From an optimization exercise on the open Yosys and OpenROAD flow, aimed at small area and a short achievable clock period; shortcuts taken in it are not production practice. The RTL was checked by simulation tests, not by an equivalence proof against the original design. Power and IR drop assume default switching activity.

==> design.v <==
module szservo_core (
    input  wire           clk,
    input  wire           rst,           
    input  wire           start,         
    input  wire           init,          
    input  wire           busy,          
    input  wire [767:0]   data,          
    output wire           ready,
    output wire           initialized,
    output wire           sclk,
    output wire           cs_n,
    output wire           sdo
);
    localparam integer C  = 32;
    localparam integer W  = 24;
    localparam integer N  = 4;
    localparam integer L  = C * W;
    localparam integer BW = (W > 1) ? $clog2(W) : 1;        
    localparam integer WW = $clog2(C + 1);                  
    localparam integer DW = (N > 1) ? $clog2(N) : 1;        
    localparam [DW-1:0] DIV_MAX  = N - 1;
    localparam [BW-1:0] BIT_MAX  = W - 1;
    localparam [WW-1:0] WORDS    = C;
    localparam [WW-1:0] ONE_WORD = 1;
    localparam [2:0] S_IDLE      = 3'd0;
    localparam [2:0] S_SETUP     = 3'd1;
    localparam [2:0] S_HOLD      = 3'd2;
    localparam [2:0] S_DELAY     = 3'd3;
    localparam [2:0] S_BUSY_LOW  = 3'd4;
    localparam [2:0] S_BUSY_HIGH = 3'd5;
    reg [2:0]    st;
    reg [DW-1:0] div_cnt;
    reg [L-1:0]  sr;
    reg [BW-1:0] bit_cnt;
    reg [WW-1:0] word_cnt;
    reg          init_latched;
    reg          initialized_r;
    wire tick         = (div_cnt == {DW{1'b0}});
    wire init_pending = (init | init_latched) & ~initialized_r;
    wire req          = start | init_pending;
    wire bit_zero     = (bit_cnt == {BW{1'b0}});
    wire word_zero    = (word_cnt == {WW{1'b0}});
    reg div_load;
    always @(*) begin
        case (st)
            S_IDLE:      div_load = req;
            S_SETUP:     div_load = 1'b1;
            S_HOLD:      div_load = 1'b1;
            S_BUSY_HIGH: div_load = busy & ~word_zero;
            default:     div_load = 1'b0;
        endcase
    end
    wire [L-1:0] load_normal = data;
    wire [L-1:0] load_init   = {data[W-1:0], {(L-W){1'b0}}};
    always @(posedge clk) begin
        if (rst) begin
            st            <= S_IDLE;
            div_cnt       <= {DW{1'b0}};
            sr            <= {L{1'b0}};
            bit_cnt       <= {BW{1'b0}};
            word_cnt      <= {WW{1'b0}};
            init_latched  <= 1'b0;
            initialized_r <= 1'b0;
        end else begin
            if (!tick)
                div_cnt <= div_cnt - 1'b1;
            else if (div_load)
                div_cnt <= DIV_MAX;
            if (init)
                init_latched <= 1'b1;
            if (tick) begin
                case (st)
                    S_IDLE: begin
                        bit_cnt <= BIT_MAX;
                        if (init_pending) begin
                            word_cnt <= ONE_WORD;
                            sr       <= load_init;
                            st       <= S_SETUP;
                        end else begin
                            word_cnt <= WORDS;
                            if (start) begin
                                sr <= load_normal;
                                st <= S_SETUP;
                            end
                        end
                    end
                    S_SETUP: begin
                        if (bit_zero)
                            st <= S_DELAY;
                        else
                            st <= S_HOLD;
                    end
                    S_HOLD: begin
                        st      <= S_SETUP;
                        bit_cnt <= bit_cnt - 1'b1;
                        sr      <= {sr[L-2:0], 1'b0};
                    end
                    S_DELAY: begin
                        st       <= S_BUSY_LOW;
                        word_cnt <= word_cnt - 1'b1;
                        sr       <= {sr[L-2:0], 1'b0};
                    end
                    S_BUSY_LOW: begin
                        if (!busy)
                            st <= S_BUSY_HIGH;
                    end
                    S_BUSY_HIGH: begin
                        if (busy) begin
                            bit_cnt <= BIT_MAX;
                            if (word_zero) begin
                                st <= S_IDLE;
                                if (init_pending)
                                    initialized_r <= 1'b1;
                            end else begin
                                st <= S_SETUP;
                            end
                        end
                    end
                    default: ;
                endcase
            end
        end
    end
    assign sclk        = (st == S_SETUP);
    assign cs_n        = ~((st == S_SETUP) | (st == S_HOLD) | (st == S_DELAY));
    assign sdo         = sr[L-1];
    assign ready       = (st == S_IDLE) & ~req;
    assign initialized = initialized_r;
endmodule
==> run.sh <==
#!/bin/bash
# synth_recipe.tcl (not shown) runs the flow's synth.tcl, then flattens the netlist and writes it again
# the make line also repeats each setting of config.mk as NAME=value (left out here)
make -C /OpenROAD-flow-scripts/flow DESIGN_CONFIG=/design/flow/config.mk WORK_HOME=/design/flow/orfs CLKGATE_MAP_FILE= SYNTH_SCRIPT=/design/flow/synth_recipe.tcl finish
==> config.mk <==
export PLATFORM = sky130hd
export DESIGN_NAME = szservo_core
export DESIGN_NICKNAME = szservo_core
export VERILOG_FILES = /design/flow/design.v
export SDC_FILE = /design/flow/constraint.sdc
export NUM_CORES = 4
export LEC_CHECK = 0
export CAP_MARGIN = 20
export CORE_MARGIN = 2
export CORE_UTILIZATION = 40
export SLEW_MARGIN = 20
==> constraint.sdc <==
create_clock -name core_clock -period 5.0 [get_ports {clk}]
set_input_delay 1.0000 -clock core_clock [delete_from_list [all_inputs] [get_ports {clk}]]
set_output_delay 1.0000 -clock core_clock [all_outputs]
set_load 0.01 [all_outputs]
==> results.ini <==
[status]
status=finished clean

[drt]
drtPass1Iterations=7
dr.first_iter.drc_count=2483
vias=31206
via_per_inst=5.75
routed_wl_um=117000
routedWlPerCell_um=21.6
drtAntennaViolNets=0
drc=0

[critical_path]
r2r_slack_ps=1840
regToRegStartpoint=st[1]
critPathLaunchType=primary input
critPathCaptureType=output pin
critPathArrivalTime_ps=2920
crit_required_ps=4000
critical_path_class=primary input to output pin
critPathLaunch=init
cp_max_fo=12

[timing]
finClkSkew_ps=30.2
fin_crit_ps=3920
worst_slew_pin_slew_ps=1040
finalHoldViolCount=0
max_freq_mhz=255
setup_viol=0
hold_ws_ps=455
slew_headroom_pct=30.8
fin_setup_tns_ps=0
finalCritPeriodShare_pct=78.5
maxSlewViolCount=0
rsz0062_at_grt=false

[placed_design]
io_buffers=777
dpl.hpwl_um=77600
place_inst=5224
place.gp.congestion=0.833

[cts]
cts_num_sinks=786
cts_tree=done
cts_made_buffers=88
htree_levels=3
cts_setup_buffers=0
clkTransAtPathRegs_ps=60
ctsLongestPathBuffers=3
clk_latency_ps=640
holdBufCountCts=0
cts_resized=0
clockRootBuffer=clkbuf_16

[die]
dieArea_um2=87200
num_rows=106
fp.dieW_um=295
core_um2=83800
io_pins=778
die_h_um=295
start_util_pct=40.5

[flow_run]
cap_violations=0

[logic_synthesis]
syn_avg_cell_area_um2=9.22
async_reset_ff_share_pct=0
syn_nets=4455
yosysSeqAreaShare_pct=46.4
synth_area_leader_cell=dfxtp_1
synth_top_area_share_pct=46.4
syn_inst=3679
synth_area_leaders=dfxtp_1, a221oi_1, nor3_1
synth_edf_count=0
synthDistinctLibCells=47
synth_flop_cell=dfxtp_1
ys_warn_count=1
netlist_area_um2=33900
ys_seq_elements=786

[global_route]
antenna_found_initial=68
grt_pass1_wl_um=177000
grt_pass1_vias=30040
grt_max_degree=196
overflow=0
grtUsageTotal_pct=25.5

[cells_and_area]
area_growth_syn_to_layout_pct=32.6
layout.cells.non_filler=5426
drive_gt1_share_pct=12.2
multi_input_area_um2=16100
regArea_um2=15700
fillers=7766
nNetsFinal=4956

[pwr]
leakage_nw=15.8
max-vdd-ir-drop_mv=0.408
power_density_nw_per_um2=520

[hold_path]
min_path_type=flop to flop
hold_path.startpoint=sr[756]

[worst max-delay path, stage by stage]
cell and delay [ps]:
clkdlybuf4s50_1 440, o21ba_2 350, nor3_1 340, clkdlybuf4s50_1 780
[cells in the final DEF, fill, tap and decap left out, types with 50 or more instances in the layout]
cell and count:
diode_2 50, nor3_1 589, nor2_4 101, nor2_2 53, dfxtp_1 786, clkdlybuf4s50_1 776
nor2_1 629, clkbuf_16 88, a221oi_1 743, nor3_2 157
[stage by stage]
step / instance area (um^2) / power, mW / utilization, % / worst slack [ps]
finish: 45000 / 23.4 / 53.7 / 1080
global route: 45000 / 25.0 / 53.6 / 947
CTS: 44900 / 23.6 / 53.5 / 1020
detailed placement: 42000 / 17.1 / 50.2 / 1020
global placement: 42000 / 17.0 / 50.2 / 950
floorplan: 33900 / 15.1 / - / 2080
[path summary, 6_finish.rpt]
path / endpoint / depth (start not counted)
worst max-delay path: ready / 4
worst max register to register: sr[426] / 6
worst min register to register: sr[756] / 2
worst min-delay path: sr[756] / 2
[sequential cells by signal, indices dropped and copies added, names as in the netlist]
register	count
st	3
initialized_r	1
bit_cnt	5
sr	768
div_cnt	2
init_latched	1
word_cnt	6
[layer usage]
metal  vias up  track usage [%]  wire length, um
met5         -                0              262
met3       213             6.88             8000
li1      14983                -                -
met4        42             10.8             3690
met1     15111             31.6            47300
met2       857             41.9            57700
[where the power goes]
part           total [mW]  switching [mW]  internal, mW
logic                7.83            4.44          3.39
clock network        6.39            2.66          3.73
registers            9.19            1.12          8.07
[synthesized netlist by cell type, types with 17 or more instances]
library cell,n
dfxtp_1,786
a221oi_1,743
nand2_1,28
a211o_1,24
buf_6,25
clkbuf_1,252
buf_2,142
nor2_4,101
nor3_2,157
nor2_2,53
mux2i_1,25
nor3_1,589
buf_4,17
a21oi_1,38
nor2_1,629
[cells by family after synthesis]
group                      after synthesis  synth area share, %
AOI/OAI and AO/OA                      831                 20.9
xor gates and xnor gates                 5                0.129
adders and majority gates                3                0.111
buffers and inverters                  445                 6.22
DFF                                    786                 46.4
muxes                                   26                0.771
and+or+nand+nor                       1583                 25.5
[layout make-up]
type | count | area share [%]
antenna | 50 | 0.278
clock buffer | 136 | 5.79
clock inverter | 16 | 0.476
inverter | 7 | 0.0584
multi-input combinational | 2448 | 35.8
sequential | 786 | 35.0
tap | 1134 | 3.15
timing repair buffer | 849 | 19.4

afterwards: timing with drivers on the ports:
In the flow no input, the clock included, has a driving cell. The finished layout below was timed again as built, in two steps.
Step 1 (the two cells are an assumption about what drives the block):
set clk [get_ports {clk}]
set_driving_cell -lib_cell sky130_fd_sc_hd__clkbuf_16 $clk
set_driving_cell -lib_cell sky130_fd_sc_hd__buf_2 [delete_from_list [all_inputs] $clk]
Step 2 times the ports against the registers' clock, not the clock port: input delays grow and output delays shrink by t, the midpoint of the rising clock arrivals with the driver on.
Three values: no drivers, after step 1, after step 2; two values: the first two.
t (ns): 0.696
setup WS [ns]: 1.075 / 1.020 / 1.020
latest minus earliest clock arrival (ns): 0.034 / 0.034
slew at the worst register clock pin (ns): 0.06 / 0.06
worst slew at a driven data input, ns: 0.16
After both steps setup and hold are still met in this run. The setup slack of this run moves by -0.055 ns with the drivers and by -0.055 ns with both steps.
